What follows belongs to an exercise in optimizing a design on an open flow for small area; a production flow would make more cautious choices.
Function was checked by simulation only, so behaviour that the tests miss may differ from the original.
No activity file was given, so power comes from the tool's default toggle rates.

## hyi_telemetry
module hyi_telemetry (
    input  wire        clk,
    input  wire        rst,             
    input  wire        ev_valid,
    input  wire [15:0] ev_word,
    input  wire [4:0]  rd_addr,         
    output reg  [31:0] rd_data,
    output reg  [1:0]  chst_av,
    output reg  [1:0]  chst_pl,
    output reg  [1:0]  chst_jg,
    output reg         tick_running,
    output reg  [7:0]  seq,
    output reg  [7:0]  err_av,
    output reg  [7:0]  err_pl,
    output reg  [7:0]  err_jg,
    output reg  [2:0]  n_connected,     
    output reg  [2:0]  n_disconnected,
    output reg  [2:0]  n_open_error,
    output reg  [2:0]  n_errcnt,
    output reg  [1:0]  n_decoded,       
    output reg         n_sent,
    output reg         n_send_error,
    output wire        tx_valid,
    output wire [7:0]  tx_byte
);
==> flow/config.mk <==
export PLATFORM = sky130hd
export DESIGN_NAME = hyi_telemetry
export DESIGN_NICKNAME = hyi_telemetry
export VERILOG_FILES = /design/flow/design.v
export SDC_FILE = /design/flow/constraint.sdc
export NUM_CORES = 4
export LEC_CHECK = 0
export CAP_MARGIN = 10
export CORE_MARGIN = 2
export CORE_UTILIZATION = 60
export SLEW_MARGIN = 10
==> flow/constraint.sdc <==
create_clock -name core_clock -period 12.0 [get_ports {clk}]
set_input_delay 2.4000 -clock core_clock [delete_from_list [all_inputs] [get_ports {clk}]]
set_output_delay 2.4000 -clock core_clock [all_outputs]
set_load 0.01 [all_outputs]
standard.sh (not shown) runs the stock make flow with config.mk's settings and CLKGATE_MAP_FILE= SYNTH_SCRIPT=/design/flow/synth_recipe.tcl, a recipe that flattens the netlist after the stock synthesis.
==> flow/flow/run.sh <==
#!/bin/bash
# Own layout flow:
#  2. candidate netlists for the same design:
#     - the same ORFS synthesis with an area-oriented ABC script in place of
#       ORFS's delay-oriented one (flow/nf4.abc, flow/nf2.abc, flow/area.abc),
#     - the standard netlist with the gates between its flip-flops re-mapped
#       for area (flow/remap.tcl);
#     the smallest candidate whose flip-flops (instance names and cell types)
#     are exactly the standard synthesis's is kept;
#  3. the standard layout from that netlist (standard.sh), with the
#     clock tree built from clkbuf_8 leaf buffers in larger clusters and
#     without dummy loads, and the port buffers made with buf_1.
# Each tool's output goes to a log file of its own in the work folder.
set -euo pipefail
W=$(pwd)
R=$W/orfs/results/$FLOW_PLATFORM/hyi_telemetry/base
PDK=$FLOW_HOME/platforms/$FLOW_PLATFORM
LIB=$PDK/lib/sky130_fd_sc_hd__tt_025C_1v80.lib

bash standard.sh synth > $W/log_1_synth.txt 2>&1
cp $R/1_2_yosys.v $W/cand_standard.v

# ORFS synthesis with another ABC script
sed 's#log_cmd abc {\*}$abc_args#log_cmd abc -script $::env(ALT_ABC_SCRIPT) {*}[lrange $abc_args 2 end]#' \
  $FLOW_HOME/scripts/synth.tcl > $W/synth_alt.tcl
sed "s#source \$::env(SCRIPTS_DIR)/synth.tcl#source $W/synth_alt.tcl#" $W/synth_recipe.tcl > $W/synth_recipe_alt.tcl
pids=""
for s in nf4 nf2 area; do
  ( ALT_ABC_SCRIPT=$W/flow/$s.abc bash standard.sh synth WORK_HOME=$W/orfs_$s SYNTH_SCRIPT=$W/synth_recipe_alt.tcl \
      > $W/log_1_synth_$s.txt 2>&1 \
    && cp $W/orfs_$s/results/$FLOW_PLATFORM/hyi_telemetry/base/1_2_yosys.v $W/cand_$s.v ) || true &
  pids="$pids $!"
done

DONT_USE=$(sed -n '/^export DONT_USE_CELLS/,/^#/p' $PDK/config.mk | grep -o 'sky130_fd_sc_hd__[a-z0-9_]*' | tr '\n' ' ')
( REMAP_LIB=$LIB REMAP_FLOPS=$W/flow/flops.v REMAP_ABC=$W/flow/area.abc \
  REMAP_IN=$W/cand_standard.v REMAP_OUT=$W/cand_remap.v REMAP_TOP=$FLOW_TOP \
  REMAP_LOGDIR=$W REMAP_DONT_USE="$DONT_USE" \
  yosys -c $W/flow/remap.tcl > $W/log_2_remap.txt 2>&1 ) || rm -f $W/cand_remap.v
wait $pids || true

flops() { grep -E '^ *sky130_fd_sc_hd__(edfxtp|dfxtp|dfrtp|dfstp|dfxbp|edfxbp|dfrbp|dfsbp|dfbbp|dfbbn|dfrtn|dlx|dlr|sdf|sedf)[a-z0-9_]* ' $1 | awk '{print $1, $2}' | sort; }
flops $W/cand_standard.v > $W/flops_standard.txt
best=standard; best_area=""
for c in standard remap nf4 nf2 area; do
  f=$W/cand_$c.v
  [ -f $f ] || continue
  flops $f > $W/flops_$c.txt
  if ! cmp -s $W/flops_$c.txt $W/flops_standard.txt; then echo "$c: flip-flops differ" >> $W/log_3_choice.txt; continue; fi
  STAT_LIB=$LIB STAT_IN=$f STAT_TOP=$FLOW_TOP STAT_OUT=$W/cand_$c yosys -c $W/flow/stat.tcl > $W/log_3_stat_$c.txt 2>&1 || continue
  a=$(grep 'Chip area for module' $W/cand_$c.stat | awk '{print $NF}')
  echo "$c: $a" >> $W/log_3_choice.txt
  if [ -z "$best_area" ] || python3 -c "import sys; sys.exit(0 if $a < $best_area else 1)"; then best=$c; best_area=$a; fi
done
echo "chosen: $best $best_area" >> $W/log_3_choice.txt
cp $W/cand_$best.v $R/1_2_yosys.v
rm -f $R/1_synth.odb $R/1_synth.sdc

CTS="-sink_clustering_enable -repair_clock_nets -dont_use_dummy_load -buf_list sky130_fd_sc_hd__clkbuf_8 -sink_clustering_size 16 -sink_clustering_max_diameter 70"
bash standard.sh finish "CTS_ARGS=$CTS" "BUFFER_PORTS_ARGS=-buffer_cell sky130_fd_sc_hd__buf_1" > $W/log_4_layout.txt 2>&1
Other scripts of this flow, unchanged in this note and not shown: flow/flow/area.abc, flow/flow/flops.v, flow/flow/nf2.abc, flow/flow/nf4.abc, flow/flow/remap.tcl, flow/flow/stat.tcl
Next try:
--- a/flow/flow/run.sh
+++ b/flow/flow/run.sh
@@ -59 +59 @@
-CTS="-sink_clustering_enable -repair_clock_nets -dont_use_dummy_load -buf_list sky130_fd_sc_hd__clkbuf_8 -sink_clustering_size 16 -sink_clustering_max_diameter 70"
+CTS="-sink_clustering_enable -repair_clock_nets -dont_use_dummy_load -buf_list sky130_fd_sc_hd__clkbuf_8 -sink_clustering_size 16 -sink_clustering_max_diameter 65"
- CAP_MARGIN: 10 -> 15
- CORE_UTILIZATION: 60 -> 65
- SLEW_MARGIN: 10 -> 15
After rerunning: Maximum frequency increases by a few percent. Area after synthesis does not change. Core utilization increases by 5.6 points. Hold slack improves by 0.019 ns. Cell count decreases by a few percent. Die area decreases by a little under a tenth. Power stays flat. Worst setup slack improves by 0.45 ns.

[afterwards: timing with drivers on the ports]
Ports are ideal in the flow. The routed layouts listed here were re-timed in OpenROAD. Step 1 (the two cells are an assumption about what drives the block):
set clk [get_ports {clk}]
set_driving_cell -lib_cell sky130_fd_sc_hd__clkbuf_16 $clk
set_driving_cell -lib_cell sky130_fd_sc_hd__buf_2 [delete_from_list [all_inputs] $clk]
Step 2 adds t to the input delays and takes it off the output delays; t is the mean of the earliest and latest rising clock arrival at the registers after step 1. Input paths then give back, and output paths get back, about the clock's delay inside the block. Three values: no drivers, after step 1, after step 2; two values: the first two.
run	t, ns	setup slack, ns	latest minus earliest clock arrival (ns)	cell pins on the clock port's net
the first run	0.920	3.824 / 3.757 / 3.632	0.095 / 0.096	1
the second run	0.918	4.273 / 4.195 / 3.475	0.079 / 0.079	1
After both steps every run listed still meets setup and hold. The setup slack of the second run, which loses most, moves by -0.078 ns with the drivers and by -0.798 ns with both steps.
